What follows belongs to an exercise in optimizing a design on an open flow for small area, a short achievable clock period and few clock cycles; a production flow would make more cautious choices.
The RTL was checked by simulation tests, not by an equivalence proof against the original design.
No activity file was given, so power comes from the tool's default toggle rates.

## flow/design.v

```verilog
module cic_xfer (
    input  wire clk,
    input  wire rst,
    input  wire rdy,        
    input  wire pif_clk,
    output wire fall,       
    output wire rise        
);
    reg lvl;                
    wire taken = rdy & (pif_clk ^ lvl);
    assign fall = taken & lvl;
    assign rise = taken & ~lvl;
    always @(posedge clk) begin
        if (rst)
            lvl <= 1'b1;
        else if (taken)
            lvl <= pif_clk;
    end
endmodule
module cic_core (
    input  wire        clk,
    input  wire        rst,
    input  wire        start,
    input  wire        region_pal,
    input  wire        abort_req,
    input  wire [7:0]  seed,
    input  wire [47:0] checksum,    
    input  wire        pif_clk,
    input  wire        pif_din,
    output wire        drive_low,
    output wire        ready,
    output wire        busy,
    output wire        lockup,
    output reg  [1:0]  outcome
);
    localparam [127:0] TABLE_NTSC = 128'h89E16DC75B8F41B0CED01E31A581A90E;
    localparam [127:0] TABLE_PAL  = 128'hC511891728F321B0A57589171215F40E;
    localparam [1:0] OUT_NONE    = 2'd0;
    localparam [1:0] OUT_ENDED   = 2'd1;
    localparam [1:0] OUT_ABORTED = 2'd2;
    localparam [1:0] OUT_LOCKUP  = 2'd3;
    localparam [3:0] G_IDLE = 4'd0,
                     G_HELLO = 4'd1,    
                     G_SEED  = 4'd2,    
                     G_CK0   = 4'd3,    
                     G_CK    = 4'd4,    
                     G_INIT  = 4'd5,    
                     G_CMD   = 4'd6,    
                     G_CMPC  = 4'd7,    
                     G_CMPB  = 4'd8,    
                     G_V2A   = 4'd9,    
                     G_V2R   = 4'd10,   
                     G_V2Z   = 4'd11,   
                     G_V2T   = 4'd12,   
                     G_ACK   = 4'd13,   
                     G_LOCK  = 4'd14;
    reg  [3:0]   seg;
    reg          busy_r;
    reg          lock_r;
    reg          rdy;
    reg          drv;
    reg          rgn;
    reg  [1:0]   bc;        
    reg  [4:0]   nc;        
    reg  [3:0]   rsh;       
    reg  [3:0]   r1, r2, r3, r4;    
    reg  [3:0]   m1, m2, m3, m4, m5, m6, m7, m8,
                 m9, m10, m11, m12, m13, m14, m15;    
    reg  [119:0] sm;        
    reg  [3:0]   va;        
    reg          vcy;       
    reg  [3:0]   ptr;       
    reg  [1:0]   rnd;
    reg          cfirst;    
    reg          act0;      
    reg  [3:0]   cx;        
    reg  [3:0]   p6;        
    reg          v1, v2, v3;    
    wire fall, rise;
    cic_xfer u_xfer (
        .clk     (clk),
        .rst     (rst),
        .rdy     (rdy),
        .pif_clk (pif_clk),
        .fall    (fall),
        .rise    (rise)
    );
    assign ready     = rdy;
    assign drive_low = drv;
    assign busy      = busy_r;
    assign lockup    = lock_r;
    wire [1:0] bsel = ~bc;                  
    reg cmp_bit;
    always @* begin
        case (ptr)
            4'd1:  cmp_bit = m1[0];
            4'd2:  cmp_bit = m2[0];
            4'd3:  cmp_bit = m3[0];
            4'd4:  cmp_bit = m4[0];
            4'd5:  cmp_bit = m5[0];
            4'd6:  cmp_bit = m6[0];
            4'd7:  cmp_bit = m7[0];
            4'd8:  cmp_bit = m8[0];
            4'd9:  cmp_bit = m9[0];
            4'd10: cmp_bit = m10[0];
            4'd11: cmp_bit = m11[0];
            4'd12: cmp_bit = m12[0];
            4'd13: cmp_bit = m13[0];
            4'd14: cmp_bit = m14[0];
            default: cmp_bit = m15[0];
        endcase
    end
    reg ssend;    
    reg sbit;     
    always @* begin
        ssend = 1'b1;
        sbit  = 1'b0;
        case (seg)
            G_HELLO: sbit = bc[0] & (bc[1] | rgn);       
            G_SEED:  sbit = r2[bsel];
            G_CK:    sbit = r4[bsel];
            G_CMPB:  begin ssend = bc[0]; sbit = cmp_bit; end
            G_V2A:   sbit = ~bc[0];                     
            G_V2T:   sbit = sm[bsel];
            G_CK0, G_V2Z, G_ACK: sbit = 1'b0;
            default: ssend = 1'b0;
        endcase
    end
    reg [3:0] ckx;
    always @* begin
        case (nc[3:0])
            4'd3:  ckx = checksum[3:0];
            4'd4:  ckx = checksum[7:4];
            4'd5:  ckx = checksum[11:8];
            4'd6:  ckx = checksum[15:12];
            4'd7:  ckx = checksum[19:16];
            4'd8:  ckx = checksum[23:20];
            4'd9:  ckx = checksum[27:24];
            4'd10: ckx = checksum[31:28];
            4'd11: ckx = checksum[35:32];
            4'd12: ckx = checksum[39:36];
            4'd13: ckx = checksum[43:40];
            4'd14: ckx = checksum[47:44];
            default: ckx = 4'd0;
        endcase
    end
    wire [3:0] encx = (seg == G_SEED) ? ((nc[3:0] == 4'd0) ? seed[3:0] : 4'd0) : ckx;
    wire [3:0] v2_a1 = va ^ {~rsh[0], 3'b000};
    wire [3:0] v2_a2 = v2_a1 + {~v2_a1[1], 2'b00};
    wire [3:0] v2_t  = v2_a2 + rsh;
    wire [3:0] v2_u  = (vcy ? v2_t : v2_t + 4'd7) + v2_t;
    wire [4:0] v2_w  = {1'b0, v2_u} + {1'b0, v2_t} + {4'd0, vcy};
    wire [3:0] v2_out = ~v2_w[3:0];
    wire       g0  = cfirst | act0;
    wire [3:0] xv  = cfirst ? m15 : cx;
    wire [3:0] n1  = xv + m1 + 4'd1;
    wire [3:0] n2  = ~(n1 + m2 + 4'd1);
    wire [4:0] s23 = {1'b0, m2} + {1'b0, m3} + 5'd1;
    wire       cc  = s23[4];                  
    wire [3:0] n4a = m3 + m4;
    wire [3:0] n5a = n4a + m5;
    wire [3:0] n6a = {~m5[3], m5[2:0]} + (m5[3] ? 4'd0 : m6);
    wire [3:0] n3b = s23[3:0] + m3;
    wire [3:0] n4b = n3b + m4;
    wire [3:0] n5b = {~m4[3], m4[2:0]} + (m4[3] ? 4'd0 : m5);
    wire [3:0] n6b = m5 + m6 + 4'd1;
    wire [3:0] n3  = cc ? n3b : s23[3:0];
    wire [3:0] n4  = cc ? n4b : n4a;
    wire [3:0] n5  = cc ? n5b : n5a;
    wire [3:0] n6  = cc ? n6b : n6a;
    wire [3:0] a6  = cc ? n6b : m6;
    wire [3:0] n7  = p6  + m7  + 4'd1;
    wire [3:0] n8  = n7  + m8  + 4'd1;
    wire [3:0] n9  = n8  + m9  + 4'd1;
    wire [3:0] n10 = m9  + m10 + 4'd1;
    wire [3:0] n11 = n10 + m11 + 4'd1;
    wire [3:0] n12 = n11 + m12 + 4'd1;
    wire [3:0] n13 = m12 + m13 + 4'd1;
    wire [3:0] n14 = n13 + m14 + 4'd1;
    wire [3:0] n15 = n14 + m15 + 4'd1;
    wire       rnd_end = v3 & ~v2;            
    wire [3:0] ptr_next = rgn ? ptr - 4'd1 : ptr + 4'd1;
    wire       nib_end  = rise & (bc == 2'd3);
    wire       sm_shift = nib_end & ((seg == G_V2R) | (seg == G_V2T));
    always @(posedge clk) begin
        if (sm_shift) begin
            sm  <= {v2_out, sm[119:4]};
            va  <= v2_out;
            vcy <= v2_w[4];
        end else if (seg == G_V2A) begin
            va  <= 4'd5;
            vcy <= 1'b1;
        end
        if (fall)
            rsh <= {rsh[2:0], pif_din};
        if (seg == G_HELLO) begin
            r1 <= seed[7:4];
            r2 <= seed[7:4];
        end else if (seg == G_CK0) begin
            r1 <= 4'd0;
            r2 <= 4'd0;
            r3 <= 4'd0;
            r4 <= 4'd0;
        end else if (rise && (seg == G_SEED || seg == G_CK)) begin
            case (bc)
                2'd0: r1 <= r1 + 4'd1 + encx;
                2'd1: if (seg == G_CK) r2 <= r2 + 4'd1 + r1;
                2'd2: r3 <= r3 + 4'd1 + r2;
                default: begin
                    if (seg == G_SEED) r2 <= r2 + 4'd1 + r1;
                    r4 <= r4 + 4'd1 + r3;
                end
            endcase
        end
        if (nib_end && seg == G_CK && nc[3:0] == 4'd15) begin
            m1  <= rgn ? TABLE_PAL[4*17 +: 4] : TABLE_NTSC[4*17 +: 4];
            m2  <= rgn ? TABLE_PAL[4*18 +: 4] : TABLE_NTSC[4*18 +: 4];
            m3  <= rgn ? TABLE_PAL[4*19 +: 4] : TABLE_NTSC[4*19 +: 4];
            m4  <= rgn ? TABLE_PAL[4*20 +: 4] : TABLE_NTSC[4*20 +: 4];
            m5  <= rgn ? TABLE_PAL[4*21 +: 4] : TABLE_NTSC[4*21 +: 4];
            m6  <= rgn ? TABLE_PAL[4*22 +: 4] : TABLE_NTSC[4*22 +: 4];
            m7  <= rgn ? TABLE_PAL[4*23 +: 4] : TABLE_NTSC[4*23 +: 4];
            m8  <= rgn ? TABLE_PAL[4*24 +: 4] : TABLE_NTSC[4*24 +: 4];
            m9  <= rgn ? TABLE_PAL[4*25 +: 4] : TABLE_NTSC[4*25 +: 4];
            m10 <= rgn ? TABLE_PAL[4*26 +: 4] : TABLE_NTSC[4*26 +: 4];
            m11 <= rgn ? TABLE_PAL[4*27 +: 4] : TABLE_NTSC[4*27 +: 4];
            m12 <= rgn ? TABLE_PAL[4*28 +: 4] : TABLE_NTSC[4*28 +: 4];
            m13 <= rgn ? TABLE_PAL[4*29 +: 4] : TABLE_NTSC[4*29 +: 4];
            m14 <= rgn ? TABLE_PAL[4*30 +: 4] : TABLE_NTSC[4*30 +: 4];
            m15 <= rgn ? TABLE_PAL[4*31 +: 4] : TABLE_NTSC[4*31 +: 4];
        end else if (nib_end && seg == G_INIT && nc[0]) begin
            m1 <= rsh;                           
        end else if (seg == G_CMPC) begin
            if (g0) begin
                m1 <= n1;  m2 <= n2;  m3 <= n3;
                m4 <= n4;  m5 <= n5;  m6 <= n6;
            end
            if (v1) begin m7  <= n7;  m8  <= n8;  m9  <= n9;  end
            if (v2) begin m10 <= n10; m11 <= n11; m12 <= n12; end
            if (v3) begin m13 <= n13; m14 <= n14; m15 <= n15; end
        end
        if (seg == G_CMPC) begin
            if (g0) begin
                p6 <= a6;
                cx <= xv - 4'd1;
            end
            if (rnd_end)
                ptr <= (m7 == 4'd0) ? 4'd1 : m7;
        end else if (rise && seg == G_CMPB && bc[0]) begin
            ptr <= ptr_next;
        end
    end
    always @(posedge clk) begin
        if (rst) begin
            seg     <= G_IDLE;
            busy_r  <= 1'b0;
            lock_r  <= 1'b0;
            rdy     <= 1'b0;
            drv     <= 1'b0;
            outcome <= OUT_NONE;
            cfirst  <= 1'b0;
            act0    <= 1'b0;
            v1      <= 1'b0;
            v2      <= 1'b0;
            v3      <= 1'b0;
        end else begin
            if (seg == G_CMPC) begin
                cfirst <= 1'b0;
                if (g0)
                    act0 <= (xv != 4'd0);
                v1 <= g0;
                v2 <= v1;
                v3 <= v2;
                if (rnd_end) begin
                    rnd <= rnd + 2'd1;
                    if (rnd == 2'd2) begin
                        seg <= G_CMPB;
                        bc  <= 2'd0;
                        rdy <= 1'b1;
                    end else begin
                        cfirst <= 1'b1;
                    end
                end
            end
            if (fall)
                drv <= ssend & ~sbit;
            if (seg == G_IDLE) begin
                if (start) begin
                    seg     <= G_HELLO;
                    busy_r  <= 1'b1;
                    rdy     <= 1'b1;
                    rgn     <= region_pal;
                    outcome <= OUT_NONE;
                    bc      <= 2'd0;
                    nc      <= 5'd0;
                end
            end else if (rise) begin
                drv <= 1'b0;
                bc  <= bc + 2'd1;
                case (seg)
                    G_HELLO: if (bc == 2'd3) seg <= G_SEED;
                    G_SEED: if (bc == 2'd3) begin
                        nc <= nc + 5'd1;
                        if (nc[3:0] == 4'd15) begin
                            seg <= G_CK0;
                            nc  <= 5'd0;
                        end
                    end
                    G_CK0: begin
                        seg <= G_CK;
                        bc  <= 2'd0;
                    end
                    G_CK: if (bc == 2'd3) begin
                        nc <= nc + 5'd1;
                        if (nc[3:0] == 4'd15) begin
                            seg <= G_INIT;
                            nc  <= 5'd0;
                        end
                    end
                    G_INIT: if (bc == 2'd3) begin
                        nc <= nc + 5'd1;
                        if (nc[0]) begin
                            if (abort_req) begin
                                seg     <= G_IDLE;
                                busy_r  <= 1'b0;
                                rdy     <= 1'b0;
                                outcome <= OUT_ABORTED;
                            end else begin
                                seg <= G_CMD;
                            end
                        end
                    end
                    G_CMD: if (bc[0]) begin
                        bc <= 2'd0;
                        nc <= 5'd0;
                        case (rsh[1:0])
                            2'b00: begin
                                seg    <= G_CMPC;
                                rdy    <= 1'b0;
                                rnd    <= 2'd0;
                                cfirst <= 1'b1;
                            end
                            2'b10: seg <= G_V2A;
                            2'b11: seg <= G_ACK;
                            default: begin
                                seg     <= G_LOCK;
                                lock_r  <= 1'b1;
                                rdy     <= 1'b0;
                                outcome <= OUT_LOCKUP;
                            end
                        endcase
                    end
                    G_CMPB: if (bc[0] && ptr_next == 4'd0) begin
                        bc <= 2'd0;
                        if (abort_req) begin
                            seg     <= G_IDLE;
                            busy_r  <= 1'b0;
                            rdy     <= 1'b0;
                            outcome <= OUT_ABORTED;
                        end else begin
                            seg <= G_CMD;
                        end
                    end
                    G_V2A: if (bc == 2'd3) begin
                        nc <= nc + 5'd1;
                        if (nc[0]) begin
                            seg <= G_V2R;
                            nc  <= 5'd0;
                        end
                    end
                    G_V2R: if (bc == 2'd3) begin
                        nc <= nc + 5'd1;
                        if (nc == 5'd29) begin
                            seg <= G_V2Z;
                            nc  <= 5'd0;
                        end
                    end
                    G_V2Z: begin
                        seg <= G_V2T;
                        bc  <= 2'd0;
                    end
                    G_V2T: if (bc == 2'd3) begin
                        nc <= nc + 5'd1;
                        if (nc == 5'd29) begin
                            if (abort_req) begin
                                seg     <= G_IDLE;
                                busy_r  <= 1'b0;
                                rdy     <= 1'b0;
                                outcome <= OUT_ABORTED;
                            end else begin
                                seg <= G_CMD;
                            end
                        end
                    end
                    G_ACK: begin
                        seg     <= G_IDLE;
                        busy_r  <= 1'b0;
                        rdy     <= 1'b0;
                        outcome <= OUT_ENDED;
                    end
                    default: ;
                endcase
            end
        end
    end
endmodule
```

## flow/config.mk

```make
export PLATFORM = sky130hd
export DESIGN_NAME = cic_core
export DESIGN_NICKNAME = cic_core
export VERILOG_FILES = /design/flow/design.v
export SDC_FILE = /design/flow/constraint.sdc
export NUM_CORES = 4
export LEC_CHECK = 0
export CAP_MARGIN = 20
export CORE_MARGIN = 2
export CORE_UTILIZATION = 30
export PLACE_DENSITY = 0.5
export SLEW_MARGIN = 20
```

## flow/constraint.sdc

```tcl
create_clock -name core_clock -period 7.0 [get_ports {clk}]
set_input_delay 1.4000 -clock core_clock [delete_from_list [all_inputs] [get_ports {clk}]]
set_output_delay 1.4000 -clock core_clock [all_outputs]
set_load 0.01 [all_outputs]
```

## flow/run.sh

```bash
#!/bin/bash
# synth_recipe.tcl (not shown) runs the flow's synth.tcl, then flattens the netlist and writes it again
# the make line also repeats each setting of config.mk as NAME=value (left out here)
make -C /OpenROAD-flow-scripts/flow DESIGN_CONFIG=/design/flow/config.mk WORK_HOME=/design/flow/orfs CLKGATE_MAP_FILE= SYNTH_SCRIPT=/design/flow/synth_recipe.tcl finish
```

==> summary.md, run 1 <==
| Metric | Value |
|---|---|
| Share of cells above drive strength 1 | 5.44% |
| Worst hold path endpoint | sm[65] |
| Final hold viol count | 0 |
| Final ANT Viol Nets | 0 |
| Syn Std Cell Area | 13400 sq um |
| Final setup violation count | 0 |
| Number of global-route vias before repair | between 9000 and 10000 |
| Seq/Total Area, Yosys | 52.0% |
| DR iter-0 viols | 647 |
| Worst path bufs/invs | 3 |
| Worst-Margin Slew | approximately 1000 ps |
| Mapped Nets | between 1000 and 1500 |
| Regs by FF count | sm: 120 flops, nc: 5 flops |
| Layout area overhead | 16.4% |
| XOR/XNOR Fraction of Synth Area | 5.70% |
| Largest register by flop count | sm |
| Post-CTS resize count | 0 |
| Pwr/cell area | 207 nW/um^2 |
| Detailed Routing Iterations Pass 1 | 5 |
| Most frequent cells in the layout | edfxtp_1 (211), ha_1 (101), nand2_1 (96) |
| Final worst slack | 2970 ps |
| Net count, final | 1418 |
| Setup repair after global routing missed its margin | no |
| Via count | 8974 |
| EDFF count, synth | 211 |
| CP Launch Type | input pin |
| Synth cell types | 75 |
| Slew Viols, Final | 0 |
| Die width | 215 microns |
| Top FF cell, synth | edfxtp_1 |
| Post-route cell area | 15600 sq um |
| Post-Synth Adder-Cell Area | 13.3% |
| Via density | 4.87 |
| Post-synthesis simple-gate area fraction | 10.4% |
| Static leakage | between 5 and 6 nW |
| Switching pwr | 0.708 mW |
| Worst Skew | 23.9 ps |
| Commonest non-fill, non-tap cell in the layout | edfxtp_1 |
| Max FFs per register | 120 |
| Worst Path Required | 7220 ps |
| Proportion of synthesized area in mux cells | 1.96% |
| Chip Height | 215 microns |
| Drt wl/cell | 16.5 microns |
| Largest cells by area after synthesis | edfxtp_1 (47%), ha_1 (9.4%), dfxtp_1 (4.8%) |
| CP max stage cell | inv_4 |
| Post-synthesis compound-gate area fraction | 12.7% |
| Area of the multi-input gates | just under 6000 sq um |
| Post-Syn Area per Cell | 11.5 sq um |
| Outcome | finished clean |
| Hold path depth | 0 |
| Clk buf depth | 3 |
| Die area | 46400 sq um |
| Worst hold start | sm[69] |
| Maximum capacitance violations | 0 |
| YS warnings | 2 |
| Fillers | approximately 4300 |
| Num Clock Sinks | 243 |
| Root buffer cell | clkbuf_16 |
| Cell Int Power | 2.52 mW |
| Total stage count of the critical path | 6 |
| Delay-heaviest family, CP | buffers and inverters |
| I/O Buffers | between 60 and 70 |
| Starting density of the core | 30.3% |
| Core area | 44200 sq um |
| Comb pwr share | under 10% |
| CTS Buf Count | 27 |
| Clock share of power | roughly 44% |
| #FFs+latches synth | ~240 |
| CP endpoint kind | flop |
| Fraction of power consumed by sequential logic | 49.5% |
| Async SR Flop Fraction | 0% |
| Worst skew pair latency | between 500 and 600 ps |
| R2R Setup Slk | 3250 ps |
| Crit path cell chain | clkdlybuf4s50_1 > nand3b_1 > a21oi_1 > nand3_1 > inv_4 > buf_4 |
| Row count | 77 |
| Min Clock Period, post-route | around 4000 ps |
| Relative max-transition margin | 31.9% |
| DR DRC count | 0 |
| Switch share | approximately 22% |
| Grt ovf | 0 |
| Peak VDD IR | around 0.14 mV |
| FF-to-FF path depth | 5 |
| GRT Total Usage | 13.3% |
| Crit Reg-Reg Endpoint | m5[3] |
| H-tree depth | 1 |
| Post-CTS setup buffers | 0 |
| Area after DPL | 14700 sq um |
| Initial antenna violation count | 0 |
| Largest family of logic cells by synthesized area | adder cells |
| Cells after Synth | about 1200 |
| CTS tree | yes |
| Register area | 6980 sq um |
| Final WL | 30400 microns |
| Yosys top cell by area | edfxtp_1 |
| Setup Crit Path Kind | in -> reg |
| Fmax | 248 MHz |
| Worst endpoint data arrival time | 4250 ps |
| Period utilization | 57.6% |
| Worst hold path type | reg -> reg |
| GPL Wtd Cong | about 0.87 |
| Final total power | 3.23 mW |
| Largest net degree at the start of global routing | 90 |
| Pre-CTS setup slack | 2310 ps |
| ANT cells | 0 |
| Post-DP HPWL | 21100 microns |
| Top-Level Pins | a little under 70 |
| Crit path max fanout | 89 |
| Clk slew on worst S/H paths | around 60 ps |
| Hold buffers post-CTS | 0 |
| Reg2reg start | bc[0] |
| Synth top area share | approximately 47% |
| First-pass GRT wire length | 50100 microns |
| TNS Setup | 0 ps |
| Max incr delay on CP | 810 ps |
-- power by group through the flow --
stage | registers [mW] | logic, mW | clock network (mW)
after floorplan | 1.62 | 0.141 | 0
after global placement | 1.63 | 0.215 | 0
after detailed placement | 1.63 | 0.216 | 0
after CTS | 1.60 | 0.218 | 1.47
after global routing | 1.60 | 0.243 | 1.52
final | 1.60 | 0.215 | 1.42
-- Yosys cell counts, types with 9 or more instances --
cell type	n
nor2b_1	14
a31oi_1	9
nor3_1	20
xor2_1	22
o211ai_1	11
nor2_1	85
o21ai_0	58
a21oi_1	82
edfxtp_1	211
nand2b_1	16
nand2_1	96
ha_1	101
inv_1	88
fa_1	26
nand3_1	19
mux2i_1	15
dfxtp_1	32
xnor2_1	55
clkbuf_1	38
a21o_1	22
-- cells by family (layout without fill, tap and decap cells) --
family          Yosys count  count (layout)
compound gates          265             265
fa+ha+maj               127             127
buf+inv                 139             218
flops                   243             243
simple gates            294             294
xor+xnor                 81              81
mux                      21              21
-- worst max-delay path by stage --
stage                  from      to  slack, ps
floorplan           pif_clk   va[3]       2210
global placement    pif_clk  sm[59]       2370
detailed placement  pif_clk  sm[55]       2310
CTS                 pif_clk  sm[59]       2970
global route        pif_clk  sm[51]       2740
finish              pif_clk  sm[51]       2970
-- layout make-up --
class	instances	share of cell area [%]
Timing Repair Buffer	78	4.84
Sequential cell	243	44.7
Multi-Input combinational cell	788	37.9
Tap cell	592	4.74
Inverter	90	2.18
Clock buffer	39	4.87
Clock inverter	11	0.793
-- per-layer routing --
| layer | vias up | global-route usage [%] | share of wire [%] |
|---|---|---|---|
| met5 | - | 0 | 0 |
| met4 | 0 | 3.66 | 2.2 |
| met3 | 38 | 2.18 | 5.3 |
| met2 | 233 | 20.7 | 44 |
| met1 | 4324 | 19.0 | 48 |
| li1 | 4379 | - | - |
-- metrics by stage --
step	utilization, %	cells	hold WS [ps]
after floorplan	-	1170	400
after global placement	33.3	1791	404
after detailed placement	33.3	1791	405
after CTS	35.3	1841	415
after global routing	35.3	1841	423
final	35.3	1841	412
Testbench counts, summed over its fixed seeds: cycles 46,608.
==> inputs of run 2 (changes only) <==
--- a/flow/design.v
+++ b/flow/design.v
@@ -77,4 +77,5 @@
     reg  [3:0]   p6;        
     reg          v1, v2, v3;    
+    reg          fall_q;    
     wire fall, rise;
     cic_xfer u_xfer (
@@ -181,6 +182,5 @@
     wire       rnd_end = v3 & ~v2;            
     wire [3:0] ptr_next = rgn ? ptr - 4'd1 : ptr + 4'd1;
-    wire       nib_end  = rise & (bc == 2'd3);
-    wire       sm_shift = nib_end & ((seg == G_V2R) | (seg == G_V2T));
+    wire       sm_shift = fall_q & (bc == 2'd3) & ((seg == G_V2R) | (seg == G_V2T));
     always @(posedge clk) begin
         if (sm_shift) begin
@@ -194,4 +194,5 @@
         if (fall)
             rsh <= {rsh[2:0], pif_din};
+        fall_q <= fall;
         if (seg == G_HELLO) begin
             r1 <= seed[7:4];
@@ -202,5 +203,5 @@
             r3 <= 4'd0;
             r4 <= 4'd0;
-        end else if (rise && (seg == G_SEED || seg == G_CK)) begin
+        end else if (fall_q && (seg == G_SEED || seg == G_CK)) begin
             case (bc)
                 2'd0: r1 <= r1 + 4'd1 + encx;
@@ -213,5 +214,5 @@
             endcase
         end
-        if (nib_end && seg == G_CK && nc[3:0] == 4'd15) begin
+        if (seg == G_INIT && !nc[0]) begin
             m1  <= rgn ? TABLE_PAL[4*17 +: 4] : TABLE_NTSC[4*17 +: 4];
             m2  <= rgn ? TABLE_PAL[4*18 +: 4] : TABLE_NTSC[4*18 +: 4];
@@ -229,5 +230,5 @@
             m14 <= rgn ? TABLE_PAL[4*30 +: 4] : TABLE_NTSC[4*30 +: 4];
             m15 <= rgn ? TABLE_PAL[4*31 +: 4] : TABLE_NTSC[4*31 +: 4];
-        end else if (nib_end && seg == G_INIT && nc[0]) begin
+        end else if (fall_q && seg == G_INIT && nc[0] && bc == 2'd3) begin
             m1 <= rsh;                           
         end else if (seg == G_CMPC) begin
--- a/flow/config.mk
+++ b/flow/config.mk
@@ -6,7 +6,9 @@
 export NUM_CORES = 4
 export LEC_CHECK = 0
+export ABC_CLOCK_PERIOD_IN_PS = 2500
 export CAP_MARGIN = 20
 export CORE_MARGIN = 2
 export CORE_UTILIZATION = 30
 export PLACE_DENSITY = 0.5
+export SETUP_SLACK_MARGIN = 4
 export SLEW_MARGIN = 20
==> summary.md, run 2 <==
| Metric | Value |
|---|---|
| Outcome | finished clean |
| Post-synthesis compound-gate area fraction | 12.9% (+0.24 points) |
| R2R Setup Slk | 3880 ps (+630 ps) |
| Seq/Total Area, Yosys | 52.3% (+0.31 points) |
| CP Launch Type | flop |
| Clk buf depth | 3 (unchanged) |
| M1 GR Usage | 18.8% (-0.18 points) |
| Total stage count of the critical path | 12 (+6) |
| Core area | 44100 sq um (-0.22%) |
| Post-DP HPWL | 21500 microns (+1.9%) |
| CTS Buf Count | 28 (+3.7%) |
| YS warnings | 2 (unchanged) |
| Delay-heaviest family, CP | adder cells |
| Setup repair after global routing missed its margin | yes |
| Commonest non-fill, non-tap cell in the layout | edfxtp_1 |
| Largest cells by area after synthesis | edfxtp_1 (47%), ha_1 (9.3%), dfxtp_1 (4.9%) |
| EDFF count, synth | 211 (unchanged) |
| #FFs+latches synth | 244 (+0.41%) |
| Largest register by flop count | sm |
| Routing usage on met3 | 2.34% (+0.15 points) |
| Crit path max fanout | 2 (-98%) |
| Cells after Synth | 1169 (-0.085%) |
| Most Crowded Layer GR | met2 |
| Count leader, synth | edfxtp_1 |
| XOR/XNOR Fraction of Synth Area | 5.78% (+0.083 points) |
| Yosys top cell by area | edfxtp_1 |
| Proportion of synthesized area in mux cells | 1.39% (-0.56 points) |
| Setup Crit Path Kind | reg -> reg |
| Synth top area share | 47.4% (+0.14 points) |
| Reg2reg start | m3[0] |
| FF-to-FF path depth | 12 (+7) |
| Post-Synth Adder-Cell Area | 13.2% (-0.15 points) |
| Starting density of the core | 30.3% (about the same) |
| Drt wl/cell | 16.9 microns (+2.5%) |
| Worst skew pair latency | 570 ps (about the same) |
| Top-Level Pins | 69 (unchanged) |
| Fmax | 321 MHz (+29%) |
| Worst endpoint data arrival time | 3420 ps (-830 ps) |
| Layout area overhead | 24.1% |
| Net count, final | 1468 (+3.5%) |
| Worst-Margin Slew | 1050 ps (+33.5 ps) |
| Largest family of logic cells by synthesized area | adder cells |
| DR iter-0 viols | 649 (+0.31%) |
| Detailed Routing Iterations Pass 1 | 5 (unchanged) |
| Pwr/cell area | 207 nW/um^2 (about the same) |
| Most frequent cells in the layout | edfxtp_1 (211), nand2_1 (106), inv_1 (78) |
| H-tree depth | 1 (unchanged) |
| Maximum capacitance violations | 0 (unchanged) |
| Synth cell types | 72 (-4.0%) |
| GRT Total Usage | 13.4% (+0.15 points) |
| Largest net degree at the start of global routing | 56 (-38%) |
| Worst Path Required | 7300 ps (+80 ps) |
| Clk slew on worst S/H paths | 60 ps (about the same) |
| Die area | 46300 sq um (-0.29%) |
| GPL Wtd Cong | 0.874 (about the same) |
| Hold buffers post-CTS | 0 (unchanged) |
| Chip Height | 215 microns (-0.15%) |
| Root buffer cell | clkbuf_16 |
| Crit Reg-Reg Endpoint | m4[3] |
| Commonest cells in the netlist | edfxtp_1 (211), nand2_1 (107), ha_1 (99) |
| Final hold viol count | 0 (unchanged) |
| Fillers | 4342 (+0.37%) |
| Post-Syn Area per Cell | 11.4 sq um (-0.21%) |
| Static leakage | 6.32 nW (+8.1%) |
| CP Capture Point | m4[3] |
| Min Clock Period, post-route | 3120 ps (-912 ps) |
| CP max stage cell | fa_1 |
| Final ANT Viol Nets | 0 (unchanged) |
| Via count | 9220 (+2.7%) |
| Mapped Nets | 1357 (-0.22%) |
| Syn Std Cell Area | 13400 sq um (-0.30%) |
| Grt ovf | 0 (unchanged) |
| I/O Buffers | 68 (unchanged) |
| Met2 usage | 20.9% (+0.18 points) |
| Post-synthesis simple-gate area fraction | 10.4% (-0.034 points) |
| Initial antenna violation count | 0 (unchanged) |
| Peak VDD IR | 0.148 mV (+5.8%) |
| Share of cells above drive strength 1 | 16.6% (+11 points) |
| Critical path launch point | m3[0] |
| Relative max-transition margin | 29.0% (-2.9 points) |
| Async SR Flop Fraction | 0% (unchanged) |
| CP endpoint kind | flop |
| Max incr delay on CP | 550 ps (-260 ps) |
| Row count | 77 (unchanged) |
| Num Clock Sinks | 244 (+0.41%) |
| Final setup violation count | 0 (unchanged) |
| Max FFs per register | 120 (unchanged) |
| Worst hold path type | reg -> reg |
| Via density | 4.87 (-0.13%) |
| Pre-CTS setup slack | 2960 ps (+642 ps) |
| Top FF cell, synth | edfxtp_1 |
| Crit path cell chain | inv_2 > ha_4 > fa_2 > fa_1 > inv_2 > ha_4 > a21o_1 > a21oi_2 > xor2_1 > xnor2_1 > nand4_1 > nor3b_2 |
| Die width | 215 microns (-0.15%) |
| Final WL | 32000 microns (+5.4%) |
| TNS Setup | 0 ps (unchanged) |
| CTS tree | yes |
| ANT cells | 0 (unchanged) |
| Worst Skew | 21.0 ps (-2.86 ps) |
| Slew Viols, Final | 0 (unchanged) |
| Final worst slack | 3880 ps (+912 ps) |
| Period utilization | 44.6% (-13 points) |
| Worst path bufs/invs | 2 (-1) |
| Number of global-route vias before repair | 9115 (-0.60%) |
| First-pass GRT wire length | 50400 microns (+0.63%) |
| DR DRC count | 0 (unchanged) |
| Regs by FF count | sm: 120 flops, nc: 5 flops |
[run 2: cell count changes after synthesis, moves of 7 or more]
cell / change
and3_1: +7
nand2_1: +11
nand2b_1: -7
nor3_1: -7
nor2_1: -11
[run 2: layout make-up]
type                    count  area [sq um]  share of cell area [%]
clock buffers              34           774                    4.67
flip-flops and latches    244          7000                    42.2
clock inverters            18           184                    1.11
multi-input cells         783          6370                    38.4
inverters                  93           358                    2.16
well taps                 592           741                    4.46
repair buffers            130          1160                    7.00
[run 2: stage by stage]
stage,hold WS [ps],std cells,cell area (sq um),utilization (%),power (mW)
global route,419,1894,16600,37.6,3.57
finish,415,1894,16600,37.6,3.43
detailed placement,405,1793,14800,33.5,1.91
global placement,400,1793,14800,33.5,1.91
CTS,417,1865,16000,36.3,3.45
floorplan,400,1169,13500,-,1.82
[run 2: logic make-up after synthesis]
kind of cell | after synthesis
AO/OA/AOI/OAI | 266
multiplexers | 17
adder cells (fa/ha/maj) | 125
AND/OR/NAND/NOR | 293
flip-flops | 244
buffers and inverters | 142
XOR/XNOR | 82
[run 2: metal layers]
layer | wire length [microns] | up-vias
met5 | 0 | -
met4 | 827 | 0
met3 | 1610 | 48
met2 | 14500 | 246
met1 | 15100 | 4455
li1 | - | 4471
[run 2: where the power goes]
part / internal [mW] / leakage, nW / switching (mW) / total (mW)
Sequential: 1.60 / 2.18 / 0.0237 / 1.62
Clock: 0.871 / 0.466 / 0.627 / 1.50
Combinational: 0.165 / 3.68 / 0.151 / 0.316
Total: 2.63 / 6.32 / 0.801 / 3.43
[run 2: timing repair]
action                     in CTS  in global routing
resized for setup              54                 97
pin swaps                      37                 58
buffers inserted               20                 29
setup endpoints to repair     134                 47
[run 2: worst min path at each step]
stage	startpoint	to	slack, ps	depth (start not counted)
finish	sm[93]	sm[89]	410	0
CTS	sm[61]	sm[57]	420	0
global route	sm[30]	sm[26]	420	0
detailed placement	sm[104]	sm[100]	400	0
floorplan	sm[4]	sm[0]	400	0
global placement	sm[85]	sm[81]	400	0
Testbench counts of run 2, summed over its fixed seeds: cycles 46,608.
==> inputs of run 3 (changes only) <==
--- a/flow/config.mk
+++ b/flow/config.mk
@@ -6,9 +6,7 @@
 export NUM_CORES = 4
 export LEC_CHECK = 0
-export ABC_CLOCK_PERIOD_IN_PS = 2500
 export CAP_MARGIN = 20
 export CORE_MARGIN = 2
 export CORE_UTILIZATION = 30
 export PLACE_DENSITY = 0.5
-export SETUP_SLACK_MARGIN = 4
 export SLEW_MARGIN = 20
==> summary.md, run 3 <==
| Metric | Value |
|---|---|
| Hold buffers post-CTS | 0 (unchanged) |
| Net count, final | 1417 (-3.5%) |
| Initial antenna violation count | 0 (unchanged) |
| Setup Crit Path Kind | reg -> reg |
| Slew Viols, Final | 0 (unchanged) |
| CP Capture Point | r1[3] |
| Yosys top cell by area | edfxtp_1 |
| Row count | 77 (unchanged) |
| Syn Std Cell Area | 13400 sq um (unchanged) |
| Met2 WL | 13600 microns (-6.2%) |
| Min Clock Period, post-route | 3790 ps (+666 ps) |
| Clk buf depth | 3 (unchanged) |
| Max FFs per register | 120 (unchanged) |
| Top-Level Pins | 69 (unchanged) |
| Non-Filler Instances | 1841 (-2.8%) |
| Cells after Synth | 1169 (unchanged) |
| Crit Reg-Reg Endpoint | r1[3] |
| Chip Height | 215 microns (unchanged) |
| Worst Path Required | 7280 ps (-20 ps) |
| Outcome | finished clean |
| Area after DPL | 14700 sq um (-0.47%) |
| H-tree depth | 1 (unchanged) |
| CTS Buf Count | 27 (-3.6%) |
| Top FF cell, synth | edfxtp_1 |
| #FFs+latches synth | 244 (unchanged) |
| First-pass GRT wire length | 50100 microns (-0.78%) |
| Synth top area share | 47.4% (unchanged) |
| Commonest non-fill, non-tap cell in the layout | edfxtp_1 |
| Final setup violation count | 0 (unchanged) |
| Via density | 4.91 (+0.96%) |
| Relative max-transition margin | 32.6% (+3.5 points) |
| Count leader, synth | edfxtp_1 |
| Via count | 9048 (-1.9%) |
| Share of cells above drive strength 1 | 5.20% (-11 points) |
| Root buffer cell | clkbuf_16 |
| Hold slack final | 415 ps (+0.484 ps) |
| CTS tree | yes |
| Pre-CTS setup slack | 2700 ps (-261 ps) |
| Seq/Total Area, Yosys | 52.3% (unchanged) |
| R2R Setup Slk | 3210 ps (-670 ps) |
| Post-DP HPWL | 20900 microns (-2.5%) |
| EDFF count, synth | 211 (unchanged) |
| FF-to-FF path depth | 11 (-1) |
| Post-CTS resize count | 0 (-100%) |
| YS warnings | 2 (unchanged) |
| Starting density of the core | 30.3% (unchanged) |
| Reg2reg start | nc[0] |
| Commonest cells in the netlist | edfxtp_1 (211), nand2_1 (107), ha_1 (99) |
| TNS Setup | 0 ps (unchanged) |
| Worst endpoint data arrival time | 4070 ps (+650 ps) |
| Post-Synth Adder-Cell Area | 13.2% (unchanged) |
| Critical path launch point | nc[0] |
| Fmax | 264 MHz (-18%) |
| CP endpoint kind | flop |
| GPL Wtd Cong | 0.877 (+0.37%) |
| Worst Skew | 8.14 ps (-12.9 ps) |
| Post-CTS setup buffers | 0 (-100%) |
| DR iter-0 viols | 642 (-1.1%) |
| XOR/XNOR Fraction of Synth Area | 5.78% (unchanged) |
| Worst hold path type | reg -> reg |
| Number of global-route vias before repair | 8989 (-1.4%) |
| Post-route cell area | 15600 sq um (-5.8%) |
| DR DRC count | 0 (unchanged) |
| Async SR Flop Fraction | 0% (unchanged) |
| Fillers | 4363 (+0.48%) |
| Regs by FF count | sm: 120 flops, nc: 5 flops |
| Clk slew on worst S/H paths | 60 ps (about the same) |
| Metal3 WL | 1790 microns (+11%) |
| Layout area overhead | 16.8% |
| Die width | 215 microns (unchanged) |
| Post-Syn Area per Cell | 11.4 sq um (unchanged) |
| Pwr/cell area | 216 nW/um^2 (+4.2%) |
| Die area | 46300 sq um (unchanged) |
| Largest register by flop count | sm |
| Crit path max fanout | 12 (+10) |
| Worst skew pair latency | 560 ps (about the same) |
| Worst-Margin Slew | 1000 ps (-52.6 ps) |
| Final hold viol count | 0 (unchanged) |
| Final ANT Viol Nets | 0 (unchanged) |
| Mapped Nets | 1357 (unchanged) |
| Synth cell types | 72 (unchanged) |
| Fin util | 35.4% (-2.2 points) |
| Maximum capacitance violations | 0 (unchanged) |
| Final WL | 30600 microns (-4.4%) |
| Largest net degree at the start of global routing | 76 (+36%) |
| Largest cells by area after synthesis | edfxtp_1 (47%), ha_1 (9.3%), dfxtp_1 (4.9%) |
| Final worst slack | 3210 ps (-666 ps) |
| Post-synthesis compound-gate area fraction | 12.9% (unchanged) |
| Detailed Routing Iterations Pass 1 | 5 (unchanged) |
| ANT cells | 0 (unchanged) |
| Top sig layer | met4 |
| Most frequent cells in the layout | edfxtp_1 (211), nand2_1 (107), ha_1 (99) |
| Proportion of synthesized area in mux cells | 1.39% (unchanged) |
| Setup repair after global routing missed its margin | no |
| Num Clock Sinks | 244 (unchanged) |
| CP Launch Type | flop |
| Final total power | 3.37 mW (-1.8%) |
| M1 WL | 14600 microns (-3.8%) |
| Grt ovf | 0 (unchanged) |
| Dpl cells | 1792 (-0.056%) |
| Drt wl/cell | 16.6 microns (-1.6%) |
| GRT Total Usage | 13.3% (-0.13 points) |
| Peak VDD IR | 0.176 mV (+19%) |
| Post-synthesis simple-gate area fraction | 10.4% (unchanged) |
| Largest family of logic cells by synthesized area | adder cells |
| Static leakage | 5.88 nW (-7.0%) |
| I/O Buffers | 68 (unchanged) |
| Core area | 44100 sq um (unchanged) |
| Period utilization | 54.1% (+9.5 points) |
[run 3: cell types whose count changed in the layout (fill, tap and decap cells not counted), sizes merged]
| cell | previous run | this run |
|---|---|---|
| clkdlybuf4s50 | 40 | 68 |
| inv | 96 | 94 |
| clkbuf | 40 | 35 |
| clkdlybuf4s15 | 4 | 0 |
| buf | 64 | 12 |
| clkinv | 9 | 8 |
| bufinv | 2 | 5 |
| dlygate4sd2 | 3 | 0 |
| clkinvlp | 4 | 0 |
| dlymetal6s2s | 13 | 0 |
[run 3: cell families (layout without fill, tap and decap cells)]
family                   Yosys count  count (layout)
flip-flops                       244             244
AND/OR/NAND/NOR                  293             293
buffers and inverters            142             222
XOR/XNOR                          82              82
multiplexers                      17              17
AO/OA/AOI/OAI                    266             266
adder cells (fa/ha/maj)          125             125
[run 3: worst max-delay path: stages, from the launching register on]
cell and delay [ps]:
edfxtp_1 580, inv_1 280, ha_1 530, a222oi_1 240, mux4_2 520, o21ai_0 340, ha_1 300, a21o_1 170
a21oi_1 180, xnor2_1 150, xnor2_1 130, o21ai_0 80
[run 3: per-layer routing]
metal  vias to the layer above  global-route usage (%)
met4                         0                    4.28
met5                         -                       0
li1                       4365                       -
met3                        45                    2.31
met1                      4384                    18.5
met2                       254                    21.0
[run 3: layout make-up]
type	instances	area, sq um	share of cell area (%)
clock buffers	35	716	4.58
clock inverters	14	205	1.31
inverters	93	352	2.25
multi-input cells	783	5850	37.4
flip-flops and latches	244	7000	44.8
well taps	592	741	4.74
repair buffers	80	771	4.93
[run 3: report_power, final]
part / total, mW / internal [mW] / switching, mW
Clock: 1.49 / 0.906 / 0.587
Sequential: 1.62 / 1.60 / 0.0263
Combinational: 0.256 / 0.130 / 0.126
Total: 3.37 / 2.63 / 0.738
[run 3: worst min-delay path by stage]
stage	startpoint	endpoint	slack, ps	cells after the start
after global placement	sm[38]	sm[34]	400	0
after detailed placement	sm[117]	sm[113]	400	0
after floorplan	sm[4]	sm[0]	400	0
after CTS	sm[108]	sm[104]	420	0
final	sm[108]	sm[104]	420	0
after global routing	sm[110]	sm[106]	420	0
==> inputs of run 4 (changes only) <==
--- a/flow/config.mk
+++ b/flow/config.mk
@@ -6,7 +6,9 @@
 export NUM_CORES = 4
 export LEC_CHECK = 0
+export ABC_CLOCK_PERIOD_IN_PS = 2000
 export CAP_MARGIN = 20
 export CORE_MARGIN = 2
 export CORE_UTILIZATION = 30
 export PLACE_DENSITY = 0.5
+export SETUP_SLACK_MARGIN = 5
 export SLEW_MARGIN = 20
==> summary.md, run 4 <==
| Metric | Value |
|---|---|
| Top-Level Pins | 69 (unchanged) |
| Switching pwr | 0.832 mW (+13%) |
| R2R Setup Slk | 3820 ps (+610 ps) |
| Share of cells above drive strength 1 | 35.2% (+30 points) |
| Most frequent cells in the layout | edfxtp_1 (211), buf_4 (141), nand2_1 (94) |
| CP Launch Type | flop |
| Worst hold path type | reg -> reg |
| TNS Setup | 0 ps (unchanged) |
| Cells after Synth | 1169 (unchanged) |
| Fmax | 315 MHz (+19%) |
| CP endpoint kind | flop |
| Root buffer cell | clkbuf_16 |
| DR DRC count | 0 (unchanged) |
| Min Clock Period, post-route | 3180 ps (-610 ps) |
| Final ANT Viol Nets | 0 (unchanged) |
| Initial antenna violation count | 0 (unchanged) |
| GRT Total Usage | 14.6% (+1.4 points) |
| Period utilization | 45.4% (-8.7 points) |
| Maximum capacitance violations | 0 (unchanged) |
| Max incr delay on CP | 560 ps (-20 ps) |
| Mapped Nets | 1357 (unchanged) |
| Syn Std Cell Area | 13400 sq um (unchanged) |
| Setup Crit Path Kind | reg -> reg |
| First-pass GRT wire length | 54400 microns (+8.7%) |
| Relative max-transition margin | 54.4% (+22 points) |
| Pwr/cell area | 184 nW/um^2 (-15%) |
| Chip Height | 215 microns (unchanged) |
| Slew Viols, Final | 0 (unchanged) |
| Fillers | 4192 (-3.9%) |
| Cell Int Power | 2.65 mW (+0.55%) |
| Regs by FF count | sm: 120 flops, nc: 5 flops |
| Worst Path Required | 7310 ps (+30 ps) |
| Static leakage | 7.29 nW (+24%) |
| Synth cell types | 72 (unchanged) |
| Max FFs per register | 120 (unchanged) |
| Worst endpoint data arrival time | 3490 ps (-580 ps) |
| Clk slew on worst S/H paths | 70 ps (about the same) |
| Via density | 4.93 (+0.33%) |
| Crit path cell chain | inv_2 > ha_4 > fa_2 > fa_2 > inv_4 > ha_4 > a21o_1 > a21oi_2 > xor2_2 > xnor2_2 > nand4_1 > nor3b_2 |
| Delay-heaviest family, CP | adder cells |
| Clk buf depth | 3 (unchanged) |
| Count leader, synth | edfxtp_1 |
| GPL Wtd Cong | 0.848 (-3.3%) |
| Register area | 7040 sq um (+0.59%) |
| Post-DP HPWL | 21800 microns (+4.3%) |
| Final WL | 36700 microns (+20%) |
| Area of the multi-input gates | 7140 sq um (+22%) |
| Final total power | 3.48 mW (+3.2%) |
| Final setup violation count | 0 (unchanged) |
| Die width | 215 microns (unchanged) |
| Die area | 46300 sq um (unchanged) |
| Outcome | finished clean |
| Switch share | 23.9% (+2.0 points) |
| Detailed Routing Iterations Pass 1 | 5 (unchanged) |
| Comb pwr share | 10.6% (+3.0 points) |
| Synth top area share | 47.4% (unchanged) |
| Largest cells by area after synthesis | edfxtp_1 (47%), ha_1 (9.3%), dfxtp_1 (4.9%) |
| DR iter-0 viols | 717 (+12%) |
| Yosys top cell by area | edfxtp_1 |
| Grt ovf | 0 (unchanged) |
| EDFF count, synth | 211 (unchanged) |
| Drt wl/cell | 18.0 microns (+7.9%) |
| Core area | 44100 sq um (unchanged) |
| Worst-Margin Slew | 681 ps (-321 ps) |
| Seq/Total Area, Yosys | 52.3% (unchanged) |
| Worst path bufs/invs | 2 (+1) |
| Largest register by flop count | sm |
| Number of global-route vias before repair | 9834 (+9.4%) |
| Largest net degree at the start of global routing | 56 (-26%) |
| Layout area overhead | 41.4% |
| YS warnings | 2 (unchanged) |
| Post-Syn Area per Cell | 11.4 sq um (unchanged) |
| Fraction of power consumed by sequential logic | 46.5% (-1.6 points) |
| Starting density of the core | 30.3% (unchanged) |
| Net count, final | 1618 (+14%) |
| Crit path max fanout | 2 (-10) |
| Row count | 77 (unchanged) |
| Top FF cell, synth | edfxtp_1 |
| ANT cells | 0 (unchanged) |
| Commonest non-fill, non-tap cell in the layout | edfxtp_1 |
| CTS Buf Count | 30 (+11%) |
| Peak VDD IR | 0.189 mV (+7.1%) |
| Commonest cells in the netlist | edfxtp_1 (211), nand2_1 (107), ha_1 (99) |
| Worst Skew | 31.2 ps (+23.0 ps) |
| Via count | 10100 (+11%) |
| Num Clock Sinks | 244 (unchanged) |
| I/O Buffers | 68 (unchanged) |
| CP max stage cell | fa_2 |
| Setup repair after global routing missed its margin | yes |
| H-tree depth | 1 (unchanged) |
| Final hold viol count | 0 (unchanged) |
| #FFs+latches synth | 244 (unchanged) |
| Async SR Flop Fraction | 0% (unchanged) |
| CTS tree | yes |
| Worst skew pair latency | 590 ps (+30 ps) |
| Hold buffers post-CTS | 0 (unchanged) |
| Clock share of power | 42.9% (-1.4 points) |
-- run 4: kinds of logic after synthesis --
group / Yosys count / share of synthesized area [%]
compound gates: 266 / 12.9
xor+xnor: 82 / 5.78
mux: 17 / 1.39
buf+inv: 142 / 4.07
simple gates: 293 / 10.4
fa+ha+maj: 125 / 13.2
flops: 244 / 52.3
-- run 4: final cells by class --
class	instances	share of cell area, %
clock buffers	32	4.01
clock inverters	23	1.02
multi-input cells	785	37.8
inverters	93	1.98
repair inverters	2	0.0794
repair buffers	274	14.0
flip-flops and latches	244	37.2
well taps	592	3.92
-- run 4: power by group through the flow --
| stage | logic (mW) | clock network, mW | registers, mW |
|---|---|---|---|
| after floorplan | 0.190 | 0 | 1.64 |
| after global placement | 0.266 | 0 | 1.66 |
| after detailed placement | 0.269 | 0 | 1.66 |
| after CTS | 0.326 | 1.54 | 1.62 |
| after global routing | 0.405 | 1.59 | 1.62 |
| final | 0.368 | 1.49 | 1.62 |
-- run 4: worst register-to-register path, cell delays in order, from the launching register on --
cell and delay [ps]:
edfxtp_1 450, inv_2 110, ha_4 140, fa_2 450, fa_2 560, inv_4 50, ha_4 200, a21o_1 160
a21oi_2 160, xor2_2 220, xnor2_2 160, nand4_1 100, nor3b_2 170
-- run 4: final timing paths --
check | start | end | cells after the start
setup reg to reg | m3[0] | m4[3] | 12
hold / removal | sm[6] | sm[2] | 0
setup / recovery | m3[0] | m4[3] | 12
hold reg to reg | sm[6] | sm[2] | 0
-- run 4: timing repair --
item / 4_1_cts / 5_1_grt
cloned: 3 / 16
gates resized for setup: 279 / 140
pin swaps: 102 / 91
endpoints found under the setup margin: 315 / 262
buffers inserted: 91 / 87
-- run 4: layer usage --
metal / global-route usage, % / vias up / wire length (microns) / part of all wire, %
met3: 2.19 / 80 / 1620 / 4.4
met1: 20.8 / 4952 / 17200 / 47
met5: 0 / - / 0 / 0
met4: 5.06 / 0 / 1120 / 3.0
met2: 22.8 / 274 / 16800 / 46
li1: - / 4778 / - / -
-- run 4: metrics by stage --
stage | cell area (sq um) | setup slack (ps) | instances | utilization (%) | hold slack [ps]
floorplan | 13800 | 3620 | 1169 | - | 400
global placement | 15000 | 3040 | 1792 | 34.1 | 404
detailed placement | 15000 | 3090 | 1793 | 34.1 | 405
CTS | 17400 | 3870 | 1942 | 39.5 | 406
global route | 18900 | 3720 | 2045 | 42.9 | 415
finish | 18900 | 3820 | 2045 | 42.9 | 403
==> inputs of run 5 (changes only) <==
--- a/flow/design.v
+++ b/flow/design.v
@@ -78,4 +78,5 @@
     reg          v1, v2, v3;    
     reg          fall_q;    
+    reg          v2s2;      
     wire fall, rise;
     cic_xfer u_xfer (
@@ -119,6 +120,5 @@
         case (seg)
             G_HELLO: sbit = bc[0] & (bc[1] | rgn);       
-            G_SEED:  sbit = r2[bsel];
-            G_CK:    sbit = r4[bsel];
+            G_SEED, G_CK: sbit = r4[bsel];
             G_CMPB:  begin ssend = bc[0]; sbit = cmp_bit; end
             G_V2A:   sbit = ~bc[0];                     
@@ -131,25 +131,23 @@
     always @* begin
         case (nc[3:0])
-            4'd3:  ckx = checksum[3:0];
-            4'd4:  ckx = checksum[7:4];
-            4'd5:  ckx = checksum[11:8];
-            4'd6:  ckx = checksum[15:12];
-            4'd7:  ckx = checksum[19:16];
-            4'd8:  ckx = checksum[23:20];
-            4'd9:  ckx = checksum[27:24];
-            4'd10: ckx = checksum[31:28];
-            4'd11: ckx = checksum[35:32];
-            4'd12: ckx = checksum[39:36];
-            4'd13: ckx = checksum[43:40];
-            4'd14: ckx = checksum[47:44];
-            default: ckx = 4'd0;
+            4'd0:  ckx = checksum[3:0];
+            4'd1:  ckx = checksum[7:4];
+            4'd2:  ckx = checksum[11:8];
+            4'd3:  ckx = checksum[15:12];
+            4'd4:  ckx = checksum[19:16];
+            4'd5:  ckx = checksum[23:20];
+            4'd6:  ckx = checksum[27:24];
+            4'd7:  ckx = checksum[31:28];
+            4'd8:  ckx = checksum[35:32];
+            4'd9:  ckx = checksum[39:36];
+            4'd10: ckx = checksum[43:40];
+            default: ckx = checksum[47:44];
         endcase
     end
-    wire [3:0] encx = (seg == G_SEED) ? ((nc[3:0] == 4'd0) ? seed[3:0] : 4'd0) : ckx;
     wire [3:0] v2_a1 = va ^ {~rsh[0], 3'b000};
     wire [3:0] v2_a2 = v2_a1 + {~v2_a1[1], 2'b00};
     wire [3:0] v2_t  = v2_a2 + rsh;
-    wire [3:0] v2_u  = (vcy ? v2_t : v2_t + 4'd7) + v2_t;
-    wire [4:0] v2_w  = {1'b0, v2_u} + {1'b0, v2_t} + {4'd0, vcy};
+    wire [3:0] v2_u  = (vcy ? r1 : r1 + 4'd7) + r1;
+    wire [4:0] v2_w  = {1'b0, v2_u} + {1'b0, r1} + {4'd0, vcy};
     wire [3:0] v2_out = ~v2_w[3:0];
     wire       g0  = cfirst | act0;
@@ -182,8 +180,11 @@
     wire       rnd_end = v3 & ~v2;            
     wire [3:0] ptr_next = rgn ? ptr - 4'd1 : ptr + 4'd1;
-    wire       sm_shift = fall_q & (bc == 2'd3) & ((seg == G_V2R) | (seg == G_V2T));
+    wire       v2s1     = fall_q & (bc == 2'd3) & (seg == G_V2R);
+    wire       sm_shift = (fall_q & (bc == 2'd3) & (seg == G_V2T)) | v2s2;
     always @(posedge clk) begin
-        if (sm_shift) begin
-            sm  <= {v2_out, sm[119:4]};
+        v2s2 <= v2s1;
+        if (sm_shift)
+            sm <= {v2_out, sm[119:4]};
+        if (v2s2) begin
             va  <= v2_out;
             vcy <= v2_w[4];
@@ -191,4 +192,8 @@
             va  <= 4'd5;
             vcy <= 1'b1;
+        end else if (seg == G_SEED) begin
+            va  <= 4'd15;                    
+        end else if (seg == G_CK) begin
+            va  <= ckx;
         end
         if (fall)
@@ -196,21 +201,20 @@
         fall_q <= fall;
         if (seg == G_HELLO) begin
-            r1 <= seed[7:4];
-            r2 <= seed[7:4];
-        end else if (seg == G_CK0) begin
-            r1 <= 4'd0;
+            r1 <= 4'd15;
             r2 <= 4'd0;
-            r3 <= 4'd0;
+            r3 <= seed[7:4] + seed[3:0] + 4'd1;    
+            r4 <= seed[7:4];                       
+        end else if (seg == G_CK0) begin
+            r1 <= 4'd3;
+            r2 <= 4'd5;
+            r3 <= 4'd3;
             r4 <= 4'd0;
-        end else if (fall_q && (seg == G_SEED || seg == G_CK)) begin
-            case (bc)
-                2'd0: r1 <= r1 + 4'd1 + encx;
-                2'd1: if (seg == G_CK) r2 <= r2 + 4'd1 + r1;
-                2'd2: r3 <= r3 + 4'd1 + r2;
-                default: begin
-                    if (seg == G_SEED) r2 <= r2 + 4'd1 + r1;
-                    r4 <= r4 + 4'd1 + r3;
-                end
-            endcase
+        end else if (fall_q && bc == 2'd3 && (seg == G_SEED || seg == G_CK)) begin
+            r1 <= r1 + 4'd1 + va;
+            r2 <= r2 + 4'd1 + r1;
+            r3 <= r3 + 4'd1 + r2;
+            r4 <= r4 + 4'd1 + r3;
+        end else if (v2s1) begin
+            r1 <= v2_t;
         end
         if (seg == G_INIT && !nc[0]) begin
--- a/flow/config.mk
+++ b/flow/config.mk
@@ -6,9 +6,9 @@
 export NUM_CORES = 4
 export LEC_CHECK = 0
-export ABC_CLOCK_PERIOD_IN_PS = 2000
+export ABC_CLOCK_PERIOD_IN_PS = 2500
 export CAP_MARGIN = 20
 export CORE_MARGIN = 2
 export CORE_UTILIZATION = 30
 export PLACE_DENSITY = 0.5
-export SETUP_SLACK_MARGIN = 5
+export SETUP_SLACK_MARGIN = 4
 export SLEW_MARGIN = 20
==> summary.md, run 5 <==
| Metric | Value |
|---|---|
| Outcome | finished clean |
| Worst hold path type | reg -> reg |
| Fmax | 330 MHz (+4.9%) |
| Regs by FF count | sm: 120 flops, nc: 5 flops |
| Die width | 216 microns (+0.29%) |
| Setup repair after global routing missed its margin | yes |
| Min Clock Period, post-route | 3030 ps (-147 ps) |
| CTS Buf Count | 28 (-6.7%) |
| Clk slew on worst S/H paths | 60 ps (about the same) |
| Worst hold path endpoint | sm[101] |
| YS warnings | 2 (unchanged) |
| Worst-Margin Slew | 967 ps (+286 ps) |
| Pre-CTS setup slack | 3720 ps (+628 ps) |
| Initial antenna violation count | 0 (unchanged) |
| H-tree depth | 1 (unchanged) |
| #FFs+latches synth | 245 (+0.41%) |
| Most frequent cells in the layout | edfxtp_1 (203), nand2_1 (109), ha_1 (92) |
| Pwr/cell area | 210 nW/um^2 (+14%) |
| R2R Setup Slk | 3970 ps (+150 ps) |
| Fillers | 4363 (+4.1%) |
| Commonest cells in the netlist | edfxtp_1 (203), nand2_1 (111), ha_1 (100) |
| Period utilization | 43.3% (-2.1 points) |
| FF-to-FF path depth | 12 (unchanged) |
| Slew Viols, Final | 0 (unchanged) |
| Relative max-transition margin | 35.4% (-19 points) |
| Commonest non-fill, non-tap cell in the layout | edfxtp_1 |
| Largest register by flop count | sm |
| Worst Skew | 16.3 ps (-14.8 ps) |
| DR DRC count | 0 (unchanged) |
| Maximum capacitance violations | 0 (unchanged) |
| Total stage count of the critical path | 12 (unchanged) |
| Largest net degree at the start of global routing | 53 (-5.4%) |
| Static leakage | 5.94 nW (-18%) |
| Num Clock Sinks | 245 (+0.41%) |
| Grt ovf | 0 (unchanged) |
| Crit path cell chain | inv_2 > ha_4 > fa_2 > fa_2 > inv_2 > ha_4 > a21o_1 > a21oi_2 > xnor2_1 > xnor2_1 > mux2i_1 > nor3_1 |
| Root buffer cell | clkbuf_16 |
| Net count, final | 1451 (-10%) |
| Via count | 9205 (-8.7%) |
| Largest cells by area after synthesis | edfxtp_1 (45%), ha_1 (9.3%), dfxtp_1 (6.3%) |
| Hold path depth | 0 (unchanged) |
| Synth cell types | 80 (+11%) |
| Yosys top cell by area | edfxtp_1 |
| Drt wl/cell | 16.7 microns (-6.9%) |
| Top-Level Pins | 69 (unchanged) |
| Via density | 4.91 (-0.39%) |
| Worst path bufs/invs | 2 (unchanged) |
| ANT cells | 0 (unchanged) |
| Final ANT Viol Nets | 0 (unchanged) |
| Setup Crit Path Kind | reg -> reg |
| TNS Setup | 0 ps (unchanged) |
| Reg2reg start | m3[0] |
| First-pass GRT wire length | 50000 microns (-8.2%) |
| DR iter-0 viols | 594 (-17%) |
| Seq/Total Area, Yosys | 51.6% (-0.75 points) |
| Worst hold start | sm[105] |
| Cells after Synth | 1184 (+1.3%) |
| Worst Path Required | 7290 ps (-20 ps) |
| Post-Syn Area per Cell | 11.4 sq um (-0.68%) |
| CP max stage cell | fa_2 |
| Delay-heaviest family, CP | adder cells |
| Die area | 46600 sq um (+0.58%) |
| Hold buffers post-CTS | 0 (unchanged) |
| Core area | 44200 sq um (+0.22%) |
| Peak VDD IR | 0.172 mV (-8.9%) |
| EDFF count, synth | 203 (-3.8%) |
| Final hold viol count | 0 (unchanged) |
| I/O Buffers | 68 (unchanged) |
| Final WL | 31300 microns (-15%) |
| Async SR Flop Fraction | 0% (unchanged) |
| GPL Wtd Cong | 0.902 (+6.4%) |
| Final worst slack | 3970 ps (+147 ps) |
| Number of global-route vias before repair | 9098 (-7.5%) |
| Row count | 77 (unchanged) |
| Chip Height | 216 microns (+0.29%) |
| Max FFs per register | 120 (unchanged) |
| Mapped Nets | 1374 (+1.3%) |
| Detailed Routing Iterations Pass 1 | 5 (unchanged) |
| Crit path max fanout | 2 (unchanged) |
| Starting density of the core | 30.4% (+0.11 points) |
| Top FF cell, synth | edfxtp_1 |
| Worst endpoint data arrival time | 3320 ps (-170 ps) |
| Syn Std Cell Area | 13500 sq um (+0.59%) |
| Max incr delay on CP | 590 ps (+30 ps) |
| Synth top area share | 45.3% (-2.1 points) |
| Share of cells above drive strength 1 | 9.67% (-25 points) |
| Hold slack final | 412 ps (+9.25 ps) |
| CP endpoint kind | flop |
| Final setup violation count | 0 (unchanged) |
| CP Launch Type | flop |
| Count leader, synth | edfxtp_1 |
| Worst skew pair latency | 550 ps (-40 ps) |
| Clk buf depth | 3 (unchanged) |
| Layout area overhead | 19.0% |
| GRT Total Usage | 13.3% (-1.3 points) |
| CTS tree | yes |
| Final total power | 3.36 mW (-3.5%) |
| Crit Reg-Reg Endpoint | m4[3] |
| Post-DP HPWL | 21900 microns (+0.37%) |
run 5: cell count changes in the layout (fill, tap and decap cells not counted), sizes merged, moves of 8 or more:
cell,change
buf,-184
clkdlybuf4s50,+42
nor3,+18
clkbuf,-13
dlygate4sd2,-13
o21ai,+10
dfxtp,+9
a31oi,-8
clkinv,-8
edfxtp,-8
nand4,-8
run 5: what timing repair did:
| item | in CTS | in global routing |
|---|---|---|
| endpoints found under the setup margin | 7 | 127 |
| setup buffers | 6 | 7 |
| pin swaps | 8 | 17 |
| gates resized for setup | 14 | 24 |
run 5: kinds of logic (layout without fill, tap and decap cells):
family	Yosys count	in the layout	share of synthesized area [%]
AND/OR/NAND/NOR	298	298	10.6
AO/OA/AOI/OAI	278	278	13.3
flip-flops	245	245	51.6
buffers and inverters	138	236	4.12
adder cells (fa/ha/maj)	127	127	13.3
XOR/XNOR	80	80	5.62
multiplexers	18	18	1.56
run 5: cell type report:
| class | instances | area (sq um) | area share [%] |
|---|---|---|---|
| timing repair buffer | 91 | 861 | 5.38 |
| inverter | 94 | 353 | 2.20 |
| clock inverter | 13 | 194 | 1.21 |
| sequential | 245 | 6950 | 43.4 |
| multi-input combinational | 801 | 6140 | 38.3 |
| clock buffer | 38 | 779 | 4.87 |
| tap | 592 | 741 | 4.63 |
run 5: power by group:
part | switching [mW] | internal, mW
registers | 0.0213 | 1.58
logic | 0.0971 | 0.101
clock network | 0.595 | 0.961
run 5: through the flow:
| step | area (sq um) | std cells | utilization [%] |
|---|---|---|---|
| floorplan | 13500 | 1184 | - |
| global placement | 14800 | 1810 | 33.5 |
| detailed placement | 14800 | 1810 | 33.5 |
| CTS | 15900 | 1867 | 35.9 |
| global route | 16000 | 1874 | 36.2 |
| finish | 16000 | 1874 | 36.2 |
run 5: per-layer routing:
layer | track usage [%] | part of all wire (%)
met3 | 2.03 | 6.1
met4 | 3.36 | 1.8
met1 | 19.8 | 49
met2 | 20.2 | 43
met5 | 0 | 0
run 5: worst max-delay path by stage:
stage                     startpoint     end
after CTS                      m3[0]   m4[3]
after detailed placement     pif_clk   nc[3]
after floorplan                bc[1]   sm[0]
after global routing           m3[0]   m4[3]
after global placement           rst  seg[2]
final                          m3[0]   m4[3]
Testbench counts of run 5, summed over its fixed seeds: cycles 46,608.

[static timing again, ports no longer ideal]
Ports are ideal in the flow. The routed layouts listed here were re-timed in OpenROAD.
Step 1 assumes that a clkbuf_16 drives the clock port and a buf_2 every other input.
Step 2 also shifts input and output timing later by t, the mid clock arrival at the registers, as if the neighbouring blocks saw the same clock.
Three values: no drivers, after step 1, after step 2; two values: the first two.
| run | t (ns) | slack for setup (ns) | worst setup path at the end |
|---|---|---|---|
| run 1 | 0.607 | 2.968 / 2.998 / 2.392 | input to register |
| run 2 | 0.613 | 3.880 / 3.880 / 3.444 | input to register |
| run 3 | 0.606 | 3.214 / 3.214 / 2.754 | input to register |
| run 4 | 0.625 | 3.824 / 3.824 / 3.501 | input to register |
| run 5 | 0.593 | 3.971 / 3.971 / 3.657 | input to register |
After both steps every run listed still meets setup and hold. The setup slack of run 1, which loses most, moves by +0.030 ns with the drivers and by -0.576 ns with both steps.
